What follows belongs to an exercise in optimizing a design on an open flow for a short achievable clock period and few clock cycles; a production flow would make more cautious choices.
The RTL was checked by simulation tests, not by an equivalence proof against the original design.
No activity file was given, so power comes from the tool's default toggle rates.

$ cat flow/design.v
localparam [3:0] ALU_ADD = 4'd0,
                 ALU_SUB = 4'd1,
                 ALU_AND = 4'd2,
                 ALU_OR  = 4'd3,
                 ALU_XOR = 4'd4,
                 ALU_SLL = 4'd5,
                 ALU_SRL = 4'd6,
                 ALU_SRA = 4'd7,
                 ALU_SLT = 4'd8,
                 ALU_SGE = 4'd9,
                 ALU_SEQ = 4'd10,
                 ALU_SNE = 4'd11,
                 ALU_MUL = 4'd12,
                 ALU_DIV = 4'd13,
                 ALU_REM = 4'd14;
module risc_alu (
    input  wire [3:0]  op,
    input  wire [31:0] a,
    input  wire [31:0] b,
    output reg  [31:0] y
);
localparam [3:0] ALU_ADD = 4'd0,
                 ALU_SUB = 4'd1,
                 ALU_AND = 4'd2,
                 ALU_OR  = 4'd3,
                 ALU_XOR = 4'd4,
                 ALU_SLL = 4'd5,
                 ALU_SRL = 4'd6,
                 ALU_SRA = 4'd7,
                 ALU_SLT = 4'd8,
                 ALU_SGE = 4'd9,
                 ALU_SEQ = 4'd10,
                 ALU_SNE = 4'd11,
                 ALU_MUL = 4'd12,
                 ALU_DIV = 4'd13,
                 ALU_REM = 4'd14;
    wire [4:0] shamt = b[4:0];
    always @* begin
        case (op)
            ALU_ADD: y = a + b;
            ALU_SUB: y = a - b;
            ALU_AND: y = a & b;
            ALU_OR:  y = a | b;
            ALU_XOR: y = a ^ b;
            ALU_SLL: y = a << shamt;
            ALU_SRL: y = a >> shamt;
            ALU_SRA: y = $signed(a) >>> shamt;
            ALU_SLT: y = {31'd0, $signed(a) <  $signed(b)};
            ALU_SGE: y = {31'd0, $signed(a) >= $signed(b)};
            ALU_SEQ: y = {31'd0, a == b};
            ALU_SNE: y = {31'd0, a != b};
            ALU_MUL: y = a * b;
            default: y = 32'd0;
        endcase
    end
endmodule
module risc_div (
    input  wire        clk,
    input  wire        rst,
    input  wire        start,
    input  wire        want_rem,
    input  wire [31:0] a,
    input  wire [31:0] b,
    output wire        busy,
    output reg         done,
    output wire [31:0] result
);
    reg  [5:0]  count;
    reg  [31:0] quot;
    reg  [31:0] rem;
    reg  [31:0] divisor;
    reg         neg_q;
    reg         neg_r;
    reg         rem_sel;
    wire [31:0] abs_a = a[31] ? -a : a;
    wire [31:0] abs_b = b[31] ? -b : b;
    wire [32:0] trial = {rem, quot[31]} - {1'b0, divisor};
    assign busy = (count != 6'd0);
    always @(posedge clk) begin
        if (rst) begin
            count <= 6'd0;
            done  <= 1'b0;
        end else begin
            done <= 1'b0;
            if (start) begin
                count   <= 6'd32;
                quot    <= abs_a;
                rem     <= 32'd0;
                divisor <= abs_b;
                neg_q   <= a[31] ^ b[31];
                neg_r   <= a[31];
                rem_sel <= want_rem;
            end else if (busy) begin
                if (trial[32]) begin
                    rem  <= {rem[30:0], quot[31]};
                    quot <= {quot[30:0], 1'b0};
                end else begin
                    rem  <= trial[31:0];
                    quot <= {quot[30:0], 1'b1};
                end
                count <= count - 6'd1;
                if (count == 6'd1)
                    done <= 1'b1;
            end
        end
    end
    wire [31:0] q_signed = neg_q ? -quot : quot;
    wire [31:0] r_signed = neg_r ? -rem  : rem;
    assign result = rem_sel ? r_signed : q_signed;
endmodule
module risc_regfile (
    input  wire        clk,
    input  wire        rst,
    input  wire [4:0]  ra1,
    input  wire [4:0]  ra2,
    input  wire [4:0]  ra3,
    output wire [31:0] rd1,
    output wire [31:0] rd2,
    output wire [31:0] rd3,
    input  wire        we,
    input  wire [4:0]  wa,
    input  wire [31:0] wd
);
    reg [31:0] regs [1:31];
    integer i;
    always @(posedge clk) begin
        if (rst) begin
            for (i = 1; i < 32; i = i + 1)
                regs[i] <= 32'd0;
        end else if (we && wa != 5'd0) begin
            regs[wa] <= wd;
        end
    end
    assign rd1 = (ra1 == 5'd0) ? 32'd0 : regs[ra1];
    assign rd2 = (ra2 == 5'd0) ? 32'd0 : regs[ra2];
    assign rd3 = (ra3 == 5'd0) ? 32'd0 : regs[ra3];
endmodule
module risc_core (
    input  wire        clk,
    input  wire        rst,
    output wire [15:0] imem_addr,
    input  wire [31:0] imem_rdata,
    output wire [15:0] dmem_addr,
    output wire        dmem_we,
    output wire [31:0] dmem_wdata,
    input  wire [31:0] dmem_rdata,
    input  wire [31:0] in_data,
    output wire        in_pop,
    output wire        out_valid,
    output wire [31:0] out_data,
    output wire        halted,
    output wire [2:0]  trap_cause,
    output wire [31:0] trap_info,
    output wire [31:0] pc_out,
    input  wire [4:0]  dbg_addr,
    output wire [31:0] dbg_data
);
localparam [3:0] ALU_ADD = 4'd0,
                 ALU_SUB = 4'd1,
                 ALU_AND = 4'd2,
                 ALU_OR  = 4'd3,
                 ALU_XOR = 4'd4,
                 ALU_SLL = 4'd5,
                 ALU_SRL = 4'd6,
                 ALU_SRA = 4'd7,
                 ALU_SLT = 4'd8,
                 ALU_SGE = 4'd9,
                 ALU_SEQ = 4'd10,
                 ALU_SNE = 4'd11,
                 ALU_MUL = 4'd12,
                 ALU_DIV = 4'd13,
                 ALU_REM = 4'd14;
    localparam [2:0] S_FETCH = 3'd0,
                     S_EXEC  = 3'd1,
                     S_LOAD  = 3'd2,
                     S_DIV   = 3'd3,
                     S_HALT  = 3'd4;
    localparam [2:0] CAUSE_NONE  = 3'd0,
                     CAUSE_FETCH = 3'd1,
                     CAUSE_LOAD  = 3'd2,
                     CAUSE_STORE = 3'd3,
                     CAUSE_DIV0  = 3'd4;
    localparam [6:0] OPC_OP     = 7'h33,
                     OPC_OPIMM  = 7'h13,
                     OPC_OPEXT  = 7'h0B,
                     OPC_LOAD   = 7'h03,
                     OPC_STORE  = 7'h23,
                     OPC_BRANCH = 7'h63,
                     OPC_JALR   = 7'h67,
                     OPC_JAL    = 7'h6F,
                     OPC_LUI    = 7'h37,
                     OPC_SYSTEM = 7'h73;
    reg [2:0]  state;
    reg [31:0] pc;
    reg [2:0]  cause;
    reg [31:0] info;
    reg [4:0]  pend_rd;
    wire [31:0] ir     = imem_rdata;
    wire [6:0]  opcode = ir[6:0];
    wire [4:0]  rd     = ir[11:7];
    wire [2:0]  f3     = ir[14:12];
    wire [4:0]  rs1    = ir[19:15];
    wire [4:0]  rs2    = ir[24:20];
    wire [6:0]  f7     = ir[31:25];
    wire [31:0] imm_i  = {{20{ir[31]}}, ir[31:20]};
    wire [31:0] imm_s  = {{20{ir[31]}}, ir[31:25], ir[11:7]};
    wire [31:0] imm_b  = {{20{ir[31]}}, ir[31], ir[7], ir[30:25], ir[11:8]};
    wire [31:0] imm_u  = {ir[31:12], 12'd0};
    wire [31:0] imm_j  = {{12{ir[31]}}, ir[31:12]};
    reg        dec_valid;
    reg        dec_alu;       
    reg        dec_use_imm;   
    reg [3:0]  dec_aluop;
    reg        dec_div;       
    reg        dec_load;
    reg        dec_store;
    reg        dec_branch;
    reg        dec_jal;
    reg        dec_jalr;
    reg        dec_lui;
    reg        dec_ebreak;
    reg        dec_eread;
    reg        dec_ewrite;
    always @* begin
        dec_valid   = 1'b0;
        dec_alu     = 1'b0;
        dec_use_imm = 1'b0;
        dec_aluop   = ALU_ADD;
        dec_div     = 1'b0;
        dec_load    = 1'b0;
        dec_store   = 1'b0;
        dec_branch  = 1'b0;
        dec_jal     = 1'b0;
        dec_jalr    = 1'b0;
        dec_lui     = 1'b0;
        dec_ebreak  = 1'b0;
        dec_eread   = 1'b0;
        dec_ewrite  = 1'b0;
        case (opcode)
            OPC_OP: begin
                dec_valid = 1'b1;
                case ({f7, f3})
                    {7'h00, 3'd0}: dec_aluop = ALU_ADD;
                    {7'h00, 3'd1}: dec_aluop = ALU_SLL;
                    {7'h00, 3'd2}: dec_aluop = ALU_SLT;
                    {7'h00, 3'd4}: dec_aluop = ALU_XOR;
                    {7'h00, 3'd5}: dec_aluop = ALU_SRL;
                    {7'h00, 3'd6}: dec_aluop = ALU_OR;
                    {7'h00, 3'd7}: dec_aluop = ALU_AND;
                    {7'h20, 3'd0}: dec_aluop = ALU_SUB;
                    {7'h20, 3'd5}: dec_aluop = ALU_SRA;
                    {7'h01, 3'd0}: dec_aluop = ALU_MUL;
                    {7'h01, 3'd4}: dec_aluop = ALU_DIV;
                    {7'h01, 3'd6}: dec_aluop = ALU_REM;
                    {7'h10, 3'd0}: dec_aluop = ALU_SEQ;
                    {7'h10, 3'd1}: dec_aluop = ALU_SNE;
                    {7'h10, 3'd5}: dec_aluop = ALU_SGE;
                    default:       dec_valid = 1'b0;
                endcase
            end
            OPC_OPIMM: begin
                dec_valid   = 1'b1;
                dec_use_imm = 1'b1;
                case (f3)
                    3'd0: dec_aluop = ALU_ADD;
                    3'd1: begin
                        dec_aluop = ALU_SLL;
                        dec_valid = (f7 == 7'h00);
                    end
                    3'd2: dec_aluop = ALU_SLT;
                    3'd4: dec_aluop = ALU_XOR;
                    3'd5: begin
                        dec_aluop = (f7 == 7'h20) ? ALU_SRA : ALU_SRL;
                        dec_valid = (f7 == 7'h00) || (f7 == 7'h20);
                    end
                    3'd6: dec_aluop = ALU_OR;
                    3'd7: dec_aluop = ALU_AND;
                    default: dec_valid = 1'b0;
                endcase
            end
            OPC_OPEXT: begin
                dec_valid   = 1'b1;
                dec_use_imm = 1'b1;
                case (f3)
                    3'd0: dec_aluop = ALU_SUB;
                    3'd1: dec_aluop = ALU_SEQ;
                    3'd2: dec_aluop = ALU_SNE;
                    3'd3: dec_aluop = ALU_SGE;
                    3'd4: dec_aluop = ALU_MUL;
                    3'd5: dec_aluop = ALU_DIV;
                    3'd6: dec_aluop = ALU_REM;
                    default: dec_valid = 1'b0;
                endcase
            end
            OPC_LOAD: begin
                dec_valid = (f3 == 3'd2);
                dec_load  = 1'b1;
            end
            OPC_STORE: begin
                dec_valid = (f3 == 3'd2);
                dec_store = 1'b1;
            end
            OPC_BRANCH: begin
                dec_valid  = (f3 == 3'd0) || (f3 == 3'd1) || (f3 == 3'd4) || (f3 == 3'd5);
                dec_branch = 1'b1;
            end
            OPC_JALR: begin
                dec_valid = (f3 == 3'd0);
                dec_jalr  = 1'b1;
            end
            OPC_JAL: begin
                dec_valid = 1'b1;
                dec_jal   = 1'b1;
            end
            OPC_LUI: begin
                dec_valid = 1'b1;
                dec_lui   = 1'b1;
            end
            OPC_SYSTEM: begin
                if (ir == 32'h0000_0073) begin
                    dec_valid  = 1'b1;
                    dec_ebreak = 1'b1;
                end else if (f7 == 7'd1 && ir[24:15] == 10'd0 && f3 == 3'd0) begin
                    dec_valid = 1'b1;
                    dec_eread = 1'b1;
                end else if (f7 == 7'd2 && ir[24:20] == 5'd0 && f3 == 3'd0 && rd == 5'd0) begin
                    dec_valid  = 1'b1;
                    dec_ewrite = 1'b1;
                end
            end
            default: dec_valid = 1'b0;
        endcase
        dec_div = (opcode == OPC_OP || opcode == OPC_OPEXT) &&
                  (dec_aluop == ALU_DIV || dec_aluop == ALU_REM);
        dec_alu = (opcode == OPC_OP || opcode == OPC_OPIMM || opcode == OPC_OPEXT) && !dec_div;
    end
    wire [31:0] x1v, x2v;
    reg         rf_we;
    reg  [4:0]  rf_wa;
    reg  [31:0] rf_wd;
    risc_regfile u_rf (
        .clk (clk),
        .rst (rst),
        .ra1 (rs1),
        .ra2 (rs2),
        .ra3 (dbg_addr),
        .rd1 (x1v),
        .rd2 (x2v),
        .rd3 (dbg_data),
        .we  (rf_we),
        .wa  (rf_wa),
        .wd  (rf_wd)
    );
    wire [31:0] alu_b = dec_use_imm ? imm_i : x2v;
    wire [31:0] alu_y;
    risc_alu u_alu (
        .op (dec_aluop),
        .a  (x1v),
        .b  (alu_b),
        .y  (alu_y)
    );
    wire        in_exec   = (state == S_EXEC);
    wire        div_zero  = (alu_b == 32'd0);
    wire        div_start = in_exec && dec_valid && dec_div && !div_zero;
    wire        div_busy;
    wire        div_done;
    wire [31:0] div_y;
    risc_div u_div (
        .clk      (clk),
        .rst      (rst),
        .start    (div_start),
        .want_rem (dec_aluop == ALU_REM),
        .a        (x1v),
        .b        (alu_b),
        .busy     (div_busy),
        .done     (div_done),
        .result   (div_y)
    );
    wire [31:0] pc_next  = pc + 32'd1;
    wire [31:0] ea_load  = x1v + imm_i;
    wire [31:0] ea_store = x1v + imm_s;
    wire        load_oor  = (ea_load[31:16]  != 16'd0);
    wire        store_oor = (ea_store[31:16] != 16'd0);
    wire        fetch_oor = (pc[31:16] != 16'd0);
    reg br_taken;
    always @* begin
        case (f3)
            3'd0:    br_taken = (x1v == x2v);
            3'd1:    br_taken = (x1v != x2v);
            3'd4:    br_taken = ($signed(x1v) <  $signed(x2v));
            default: br_taken = ($signed(x1v) >= $signed(x2v));
        endcase
    end
    assign imem_addr  = pc[15:0];
    assign dmem_addr  = dec_store ? ea_store[15:0] : ea_load[15:0];
    assign dmem_we    = in_exec && dec_valid && dec_store && !store_oor;
    assign dmem_wdata = x2v;
    assign in_pop     = in_exec && dec_valid && dec_eread;
    assign out_valid  = in_exec && dec_valid && dec_ewrite;
    assign out_data   = x1v;
    always @* begin
        rf_we = 1'b0;
        rf_wa = rd;
        rf_wd = alu_y;
        if (state == S_LOAD) begin
            rf_we = 1'b1;
            rf_wa = pend_rd;
            rf_wd = dmem_rdata;
        end else if (state == S_DIV) begin
            rf_we = div_done;
            rf_wa = pend_rd;
            rf_wd = div_y;
        end else if (in_exec && dec_valid) begin
            if (dec_alu) begin
                rf_we = 1'b1;
                rf_wd = alu_y;
            end else if (dec_lui) begin
                rf_we = 1'b1;
                rf_wd = imm_u;
            end else if (dec_jal || dec_jalr) begin
                rf_we = 1'b1;
                rf_wd = pc_next;
            end else if (dec_eread) begin
                rf_we = 1'b1;
                rf_wd = in_data;
            end
        end
    end
    always @(posedge clk) begin
        if (rst) begin
            state   <= S_FETCH;
            pc      <= 32'd0;
            cause   <= CAUSE_NONE;
            info    <= 32'd0;
            pend_rd <= 5'd0;
        end else begin
            case (state)
                S_FETCH: begin
                    if (fetch_oor) begin
                        cause <= CAUSE_FETCH;
                        info  <= pc;
                        state <= S_HALT;
                    end else begin
                        state <= S_EXEC;
                    end
                end
                S_EXEC: begin
                    state <= S_FETCH;
                    if (!dec_valid) begin
                        state <= S_HALT;
                    end else if (dec_div) begin
                        if (div_zero) begin
                            cause <= CAUSE_DIV0;
                            info  <= pc;
                            state <= S_HALT;
                        end else begin
                            pend_rd <= rd;
                            pc      <= pc_next;
                            state   <= S_DIV;
                        end
                    end else if (dec_load) begin
                        if (load_oor) begin
                            cause <= CAUSE_LOAD;
                            info  <= ea_load;
                            state <= S_HALT;
                        end else begin
                            pend_rd <= rd;
                            pc      <= pc_next;
                            state   <= S_LOAD;
                        end
                    end else if (dec_store) begin
                        if (store_oor) begin
                            cause <= CAUSE_STORE;
                            info  <= ea_store;
                            state <= S_HALT;
                        end else begin
                            pc <= pc_next;
                        end
                    end else if (dec_branch) begin
                        pc <= br_taken ? pc_next + imm_b : pc_next;
                    end else if (dec_jal) begin
                        pc <= pc_next + imm_j;
                    end else if (dec_jalr) begin
                        pc <= x1v + imm_i;
                    end else if (dec_ebreak) begin
                        pc    <= pc_next;
                        state <= S_HALT;
                    end else begin
                        pc <= pc_next;
                    end
                end
                S_LOAD: state <= S_FETCH;
                S_DIV:  if (div_done) state <= S_FETCH;
                default: state <= S_HALT;
            endcase
        end
    end
    assign halted     = (state == S_HALT);
    assign trap_cause = cause;
    assign trap_info  = info;
    assign pc_out     = pc;
endmodule
$ cat flow/run.sh
#!/bin/bash
# synth_recipe.tcl (not shown) runs the flow's synth.tcl, then flattens the netlist and writes it again
# the make line also repeats each setting of config.mk as NAME=value (left out here)
make -C /OpenROAD-flow-scripts/flow DESIGN_CONFIG=/design/flow/config.mk WORK_HOME=/design/flow/orfs CLKGATE_MAP_FILE= SYNTH_SCRIPT=/design/flow/synth_recipe.tcl finish
$ cat flow/config.mk
export PLATFORM = sky130hd
export DESIGN_NAME = risc_core
export DESIGN_NICKNAME = risc_core
export VERILOG_FILES = /design/flow/design.v
export SDC_FILE = /design/flow/constraint.sdc
export NUM_CORES = 4
export LEC_CHECK = 0
export CAP_MARGIN = 20
export CORE_MARGIN = 2
export CORE_UTILIZATION = 40
export SLEW_MARGIN = 20
$ cat flow/constraint.sdc
create_clock -name core_clock -period 13.5 [get_ports {clk}]
set_input_delay 2.7000 -clock core_clock [delete_from_list [all_inputs] [get_ports {clk}]]
set_output_delay 2.7000 -clock core_clock [all_outputs]
set_load 0.01 [all_outputs]
==> reports/qor.yml <==
placement:
  place.gp.congestion: 1.05
  hpwl_um: 438000
  dp_cells: 14200
  io_buffer_count: 301
  postPlaceCellArea_um2: 119000
synth:
  synth-edff-count: 1123
  synth_top_area_share: 0.315
  synth_ff_type: "edfxtp_1"
  yosys_warnings: 4
  async_reset_ff_frac: 0
  yosys.area.top_type: "edfxtp_1"
  syn_inst: 10400
  seq_area_frac_synth: 0.330
  ys_types: 105
  ys_seq_elements: 1205
  synthesis.area_um2: 107000
  synth_area_leaders: "edfxtp_1, mux4_2, fa_1, nor2_1, mux2i_1"
  syn_area_per_cell_um2: 10.3
sta:
  rsz0062_at_grt: "no"
  period_needed_ps: 13260
  setup_tns_ps: 0
  fmax_ghz: 0.0754
  max_slew.worst_pin.slew_ps: 1280
  slew_headroom: 0.138
  finalSetupViolCount: 0
  slew_violations: 0
  clock-skew-final_ps: 86.5
  period_share: 0.982
  hold_violations: 0
power_and_ir_drop:
  p_int_w: 0.0144
  power_frac_seq: 0.176
  combinationalPowerShare: 0.678
  p_leak_nw: 49.0
  switching_share: 0.458
  ir_drop_mv: 0.642
  power.density_nw_per_um2: 215
  switchingPower_w: 0.0122
  power_frac_clock: 0.146
critical_path:
  critPathMostFrequentCell: "fa_1"
  cp-startpoint: "imem_rdata[20]"
  cp.arrival_ps: 13800
  crit_path_end_kind: "flop"
  start_kind: "primary input"
  critPathMaxStageDelay_ps: 540
  r2r_setup_slack_ps: 2370
  cp.required_ps: 14050
  critPathKind: "primary input to flop"
  reg2reg_to: "u_rf.regs[11][28]"
  cp_slowest_cell: "fa_1"
  ff2ff_path_depth: 38
  cp_max_fo: 32
  worstReg2RegStart: "u_rf.regs[30][4]"
run:
  maxCapViolations: 0
clock_tree:
  cts_buffer_depth: 4
  htreeDepth: 4
  clkSinkCount: 1205
  cts_tree: "done"
  cts_buffers: 148
  insertion_delay_ps: 880
  clock-root-buffer: "clkbuf_16"
  clkTransAtPathRegs_ps: 60
finish:
  fin_cells: 14500
  final_cell_mix: "nor2_1, edfxtp_1, mux4_2, buf_4, nand2_1"
  post-route-util: 0.466
  area_delta_synth_final_pct: 15.5
  drive_gt1_frac: 0.189
  final_area_um2: 124000
  layout_commonest_cell: "nor2_1"
  fin_nets: 11800
route:
  drt_iter0_drc: 15600
  routed_wl_um: 595000
  drc: 0
  drt_first_pass_iters: 9
  vias: 99200
  via_per_inst: 6.83
  wl_per_cell_um: 41.0
  postRouteAntennaNets: 0
min_path:
  holdPathEnd: "info[9]"
  min-delay-path-class: "flop to flop"
  hold_start: "info[9]"
  holdPathStages: 2
die:
  rows: 189
  die-area_um2: 272000
  ios: 302
  die_x_um: 521
  dieHeight_um: 521
  start_util: 0.403
  coreArea_um2: 266000
outcome:
  outcome: "finished clean"
grt:
  grt_first_pass_wirelength_um: 803000
  grt_pass1_vias: 95900
  gr-usage-all-layers: 0.429
  grt_max_degree: 95
  gr-total-overflow: 0
  antenna_found_initial: 50
cell families after synthesis:
family / after synthesis / synth area share
compound gates: 1967 / 0.119
fa+ha+maj: 792 / 0.122
buf+inv: 1527 / 0.0589
xor+xnor: 391 / 0.0329
mux: 1310 / 0.209
other cells: 1 / 0.0000350
flops: 1205 / 0.330
simple gates: 3226 / 0.128
layout make-up:
type / count / area, um2
clock inverters: 61 / 508
well taps: 3533 / 4420
repair buffers: 1129 / 10500
diodes: 26 / 65.1
inverters: 665 / 2500
clock buffers: 187 / 3940
multi-input cells: 7718 / 66400
fillers: 24600 / 142000
flip-flops and latches: 1205 / 35400
state kept, by name (all words and copies together) (netlist names):
| signal | cells |
|---|---|
| state | 3 |
| u_div.count | 6 |
| u_div.quot | 32 |
| u_div.divisor | 32 |
| u_div.neg_q | 1 |
| u_rf.regs | 1024 |
| u_div.rem | 32 |
| info | 32 |
| u_div.neg_r | 1 |
| pend_rd | 5 |
| u_div.done | 1 |
| pc | 32 |
| u_div.rem_sel | 1 |
| cause | 3 |
how the worst max path moves through the flow:
stage                              to  slack [ps]  cells past startpoint
floorplan           u_rf.regs[17][31]         330                     40
global placement    u_rf.regs[29][28]        -920                     38
detailed placement  u_rf.regs[11][28]        -990                     38
CTS                 u_rf.regs[11][28]         140                     38
global route        u_rf.regs[11][28]          50                     41
finish              u_rf.regs[11][28]         240                     41
synth_stat cells, drive strengths merged (116+ instances only):
cell type	n
nand3	122
ha	377
a22oi	140
xnor2	275
fa	415
nor3	123
nand2	722
mux4	738
buf	305
nor2	1856
a21oi	581
a211oi	116
o21ai	367
clkbuf	557
mux2i	535
inv	650
edfxtp	1123
routing by layer:
| layer | wire length, um | track usage | vias to the layer above | part of all wire |
|---|---|---|---|---|
| met5 | 279 | 0 | - | 0.00047 |
| met4 | 54700 | 0.328 | 28 | 0.092 |
| met3 | 75000 | 0.128 | 2074 | 0.13 |
| li1 | - | - | 38900 | - |
| met1 | 210000 | 0.523 | 49800 | 0.35 |
| met2 | 255000 | 0.637 | 8452 | 0.43 |
power by group through the flow:
stage	combinational, W	sequential [W]	clock, W
after floorplan	0.00963	0.00464	0
after global routing	0.0193	0.00469	0.00402
after CTS	0.0177	0.00465	0.00389
after detailed placement	0.0176	0.00473	0
final	0.0180	0.00467	0.00389
after global placement	0.0175	0.00472	0
worst max-delay path, delay by kind of cell:
family | cells | cell delay [ps]
AOI/OAI and AO/OA | 11 | 3020
adders and majority gates | 10 | 3750
buffers and inverters | 13 | 2380
muxes | 2 | 730
and+or+nand+nor | 5 | 1080
per-stage QoR:
step	total power, W	hold slack (ps)	setup slack [ps]
4_1_cts	0.0263	498	138
6_report	0.0266	495	242
3_5_place_dp	0.0223	490	-993
5_1_grt	0.0280	521	50.1
3_3_place_gp	0.0222	480	-925
2_1_floorplan	0.0143	463	327
what timing repair did:
| item | CTS | global route |
|---|---|---|
| pin swaps | 0 | 1 |
| hold endpoints to repair | 0 | 0 |
| hold buffers | 0 | 0 |
| resized for setup | 1 | 2 |
| endpoints found under the setup margin | 32 | 32 |
| buffers inserted | 0 | 1 |
Testbench counts, summed over its fixed seeds: cycles 361,821.

[port drivers added, routing unchanged]
In the flow no input, the clock included, has a driving cell. The finished layout below was timed again as built, in two steps.
Step 1 sets driving cells, clkbuf_16 on the clock port and buf_2 on the other inputs (assumed; they add their load-dependent delay and slew).
Step 2 times the ports against the registers' clock, not the clock port: input delays grow and output delays shrink by t, the midpoint of the rising clock arrivals with the driver on.
a / b / c = no drivers / after step 1 / after step 2; a / b = the first two.
t (ns): 0.940
setup WS [ns]: 0.242 / 0.294 / -0.645
worst setup path after step 2: input to register
latest minus earliest clock arrival (ns): 0.087 / 0.087
cell pins on the clock port's net: 1
With both steps, setup timing fails in this run, where it was met with ideal ports. For this run, drivers alone change the setup slack by +0.052 ns; drivers and shift together by -0.887 ns.
